Background: an optimization exercise with open tools, aiming at small area. Do not read the settings as production practice. The RTL was checked by simulation tests, not by an equivalence proof against the original design. No activity file was given, so power comes from the tool's default toggle rates.

==> flow/design.v (excerpt) <==
module fcb_core (
    input  wire        clk,
    input  wire        rst,
    input  wire        op_valid,
    output wire        op_ready,
    input  wire [7:0]  op_code,
    input  wire [23:0] op_arg,
    output reg         res_valid,
    output reg  [7:0]  res_code,
    output reg  [63:0] res_data,
    input  wire        rx_valid,
    output wire        rx_ready,
    input  wire [7:0]  rx_data,
    input  wire        rx_err
);
    localparam [7:0]  ACK      = 8'h06;
    localparam [7:0]  START    = 8'hF2;
    localparam [7:0]  END_MARK = 8'h03;
    localparam [7:0]  PMT      = 8'h50;
    localparam [31:0] CRC_POLY = 32'hEDB88320;
    localparam [4:0] K_C20 = 5'b00000, K_W   = 5'b00001, K_C22 = 5'b00010, K_C23 = 5'b00011,
                     K_C24 = 5'b00100, K_C25 = 5'b00101, K_B   = 5'b00110, K_PMT = 5'b00111,
                     K_F2  = 5'b01000, K_F1  = 5'b01001, K_C00 = 5'b01010, K_L   = 5'b01011,
                     K_DS  = 5'b01100, K_03  = 5'b01101, K_SWL = 5'b01110, K_SWH = 5'b01111,
                     K_R0  = 5'b10000, K_BCC = 5'b10001, K_CRC = 5'b10010, K_N   = 5'b10011,
                     K_AS  = 5'b10100, K_R5  = 5'b10101, K_R6  = 5'b10110, K_R7  = 5'b10111,
                     K_R8  = 5'b11000, K_R9  = 5'b11001, K_BRV = 5'b11010, K_DEC = 5'b11011,
                     K_FL  = 5'b11100, K_ST  = 5'b11101, K_ER  = 5'b11110, K_AD  = 5'b11111;
    reg [7:0]  a2 [0:1];          
    reg [7:0]  s2 [0:1];          
    reg        bz;                
    reg [7:0]  wr8 [0:7];         
    reg [7:0]  br [0:47];         
    reg [5:0]  ub;                
    reg [31:0] crc;
    reg [6:0]  nlen;              
    reg [7:0]  dsum;              
    reg [2:0]  de;                
    reg        dack;
    reg        pmt;               
    reg        dec;               
    reg [1:0]  ch;                
    reg [5:0]  cnt;               
    wire [4:0] kind = cnt[4:0];
    wire       done  = |nlen[6:3];
    wire       fail  = |de;
    wire [7:0] dcode = {3'b000, de == 3'd7, de[2] & de[1],
                        de[2] & ~de[1], de[1] & ~de[2], de[0] & ~(de[2] & de[1])};
    wire [5:0] lval  = nlen[5:0] - 6'd6;
    wire idle   = ~dec & ~bz;
  ...
clock: 10.0 ns
lec_check: 0
abc_area: 1
cap_margin: 20
core_margin: 2
core_utilization: 65
slew_margin: 20
standard.sh (not shown) runs the stock make flow with config.mk's settings and CLKGATE_MAP_FILE= SYNTH_SCRIPT=/design/flow/synth_recipe.tcl, a recipe that flattens the netlist after the stock synthesis.
==> flow/flow/run.sh <==
#!/bin/bash
# The standard layout (standard.sh) with three changes:
# - synthesis maps logic with a stronger ABC area script (three rounds of
#   choice computation, area-oriented mapping and don't-care resynthesis);
#   registers are mapped before ABC runs, so they are the standard ones;
# - port buffers use the smallest buffer cell;
# - clock tree synthesis inserts no dummy loads.
set -euo pipefail
work=$(pwd)
rm -rf "$work/scripts"
cp -r "$FLOW_HOME/scripts" "$work/scripts"
cp "$work/flow/abc_area.script" "$work/scripts/abc_area.script"
export SCRIPTS_DIR="$work/scripts"
export BUFFER_PORTS_ARGS="-buffer_cell sky130_fd_sc_hd__buf_1"
export CTS_ARGS="-sink_clustering_enable -repair_clock_nets -dont_use_dummy_load -buf_list sky130_fd_sc_hd__clkbuf_16 -sink_clustering_size 30 -sink_clustering_max_diameter 80 -root_buf sky130_fd_sc_hd__clkbuf_8"
bash standard.sh > "$work/orfs_make.log" 2>&1
==> flow/flow/abc_area.script <==
strash
dch
map -a
mfs2
strash
dch
map -a
mfs2
strash
dch
map -a
topo
The first run completed with no timing, DRC or antenna violations.
==> next run, changes <==
--- a/flow/flow/run.sh
+++ b/flow/flow/run.sh
@@ -6,3 +6,3 @@
 # - port buffers use the smallest buffer cell;
-# - clock tree synthesis inserts no dummy loads.
+# - clock tree synthesis inserts no dummy loads and uses a smaller root buffer.
 set -euo pipefail
Synthesized area does not change.
Synthesized cell count stays the same.
Global-route usage does not change.
Sequential power barely changes.
Sequential share of layout area does not change.
Worst setup slack does not change.
Count of clock-buffer cells in the layout does not change.
Wire length is unchanged.
Combinational power hardly moves.
Maximum frequency does not change.

========
fcb_core, a different RTL version from the one above (not shown whole).
Size in the first run: ~2000 cells after synthesis, about 550 flip-flops, roughly 120 I/O pins, ~18000 µm² of cells after synthesis.
Settings: LEC_CHECK=0, ABC_AREA=1, CAP_MARGIN=20, CORE_MARGIN=2, CORE_UTILIZATION=40, SLEW_MARGIN=20; clock period 10.0 ns.
run.sh (not shown) runs the stock make flow with config.mk's settings and CLKGATE_MAP_FILE= SYNTH_SCRIPT=/design/flow/synth_recipe.tcl, a recipe that flattens the netlist after the stock synthesis.
Stock flow here: none of the scripts above is used.
The starting point produced a clean layout.
Then changed:
==> flow/flow/run.sh (new file) <==
#!/bin/bash
# Standard layout with two changes: port buffers use the smallest buffer cell,
# and clock tree synthesis inserts no dummy loads.
set -euo pipefail
export BUFFER_PORTS_ARGS="-buffer_cell sky130_fd_sc_hd__buf_1"
export CTS_ARGS="-sink_clustering_enable -repair_clock_nets -dont_use_dummy_load -buf_list sky130_fd_sc_hd__clkbuf_16 -sink_clustering_size 30 -sink_clustering_max_diameter 80"
bash standard.sh > orfs_make.log 2>&1
==> flow/standard.sh (new file) <==
#!/bin/bash
# synth_recipe.tcl (not shown) runs the flow's synth.tcl, then flattens the netlist and writes it again
# the make line also repeats each setting of config.mk as NAME=value (left out here)
make -C /OpenROAD-flow-scripts/flow DESIGN_CONFIG=/design/flow/config.mk WORK_HOME=/design/flow/orfs CLKGATE_MAP_FILE= SYNTH_SCRIPT=/design/flow/synth_recipe.tcl "${@:-finish}"
--- a/flow/config.mk
+++ b/flow/config.mk
@@ -11 +11 @@
-export CORE_UTILIZATION = 40
+export CORE_UTILIZATION = 65
removed: flow/run.sh
Effect: Flip-flop and latch count is unchanged; worst hold slack gets better by 0.0094 ns; critical path depth goes up by 3; power shrinks by about a fifth; area after synthesis does not change; maximum frequency increases by roughly a tenth; wire length is lower by a few percent; clock-buffer cell count shrinks by 56; sequential share of layout area rises by 5.4 points; worst setup slack gets better by 0.87 ns; die area falls by well over a third.

-- what the ideal ports hide --
In the flow no input, the clock included, has a driving cell. The finished layouts below were timed again as built, in two steps. Step 1 sets driving cells, clkbuf_16 on the clock port and buf_2 on the other inputs (assumed; they add their load-dependent delay and slew). Step 2 moves the port delays by t, midway between the first and last clock arrival at a register: inputs arrive t later, outputs are due t later. That takes back most of the time a late clock gives input paths. Three values: ideal, step 1, step 2; two values: the first two.
run | t, ns | setup WS [ns] | latest minus earliest clock arrival (ns) | slew at the worst register clock pin (ns) | worst data-port slew with drivers (ns)
the first run of note 1 | 0.666 | 2.821 / 2.770 / 2.805 | 0.068 / 0.067 | 0.12 / 0.12 | 0.09
the second run of note 1 | 0.666 | 2.821 / 2.770 / 2.805 | 0.068 / 0.067 | 0.12 / 0.12 | 0.09
the first run of note 2 | 0.647 | 2.394 / 2.370 / 2.370 | 0.038 / 0.038 | 0.07 / 0.07 | 0.08
the second run of note 2 | 0.595 | 3.260 / 3.237 / 3.237 | 0.065 / 0.065 | 0.11 / 0.11 | 0.03
After both steps setup and hold are still met in every run listed. For the first run of note 2, which loses most, drivers alone change the setup slack by -0.024 ns; drivers and shift together by -0.024 ns.
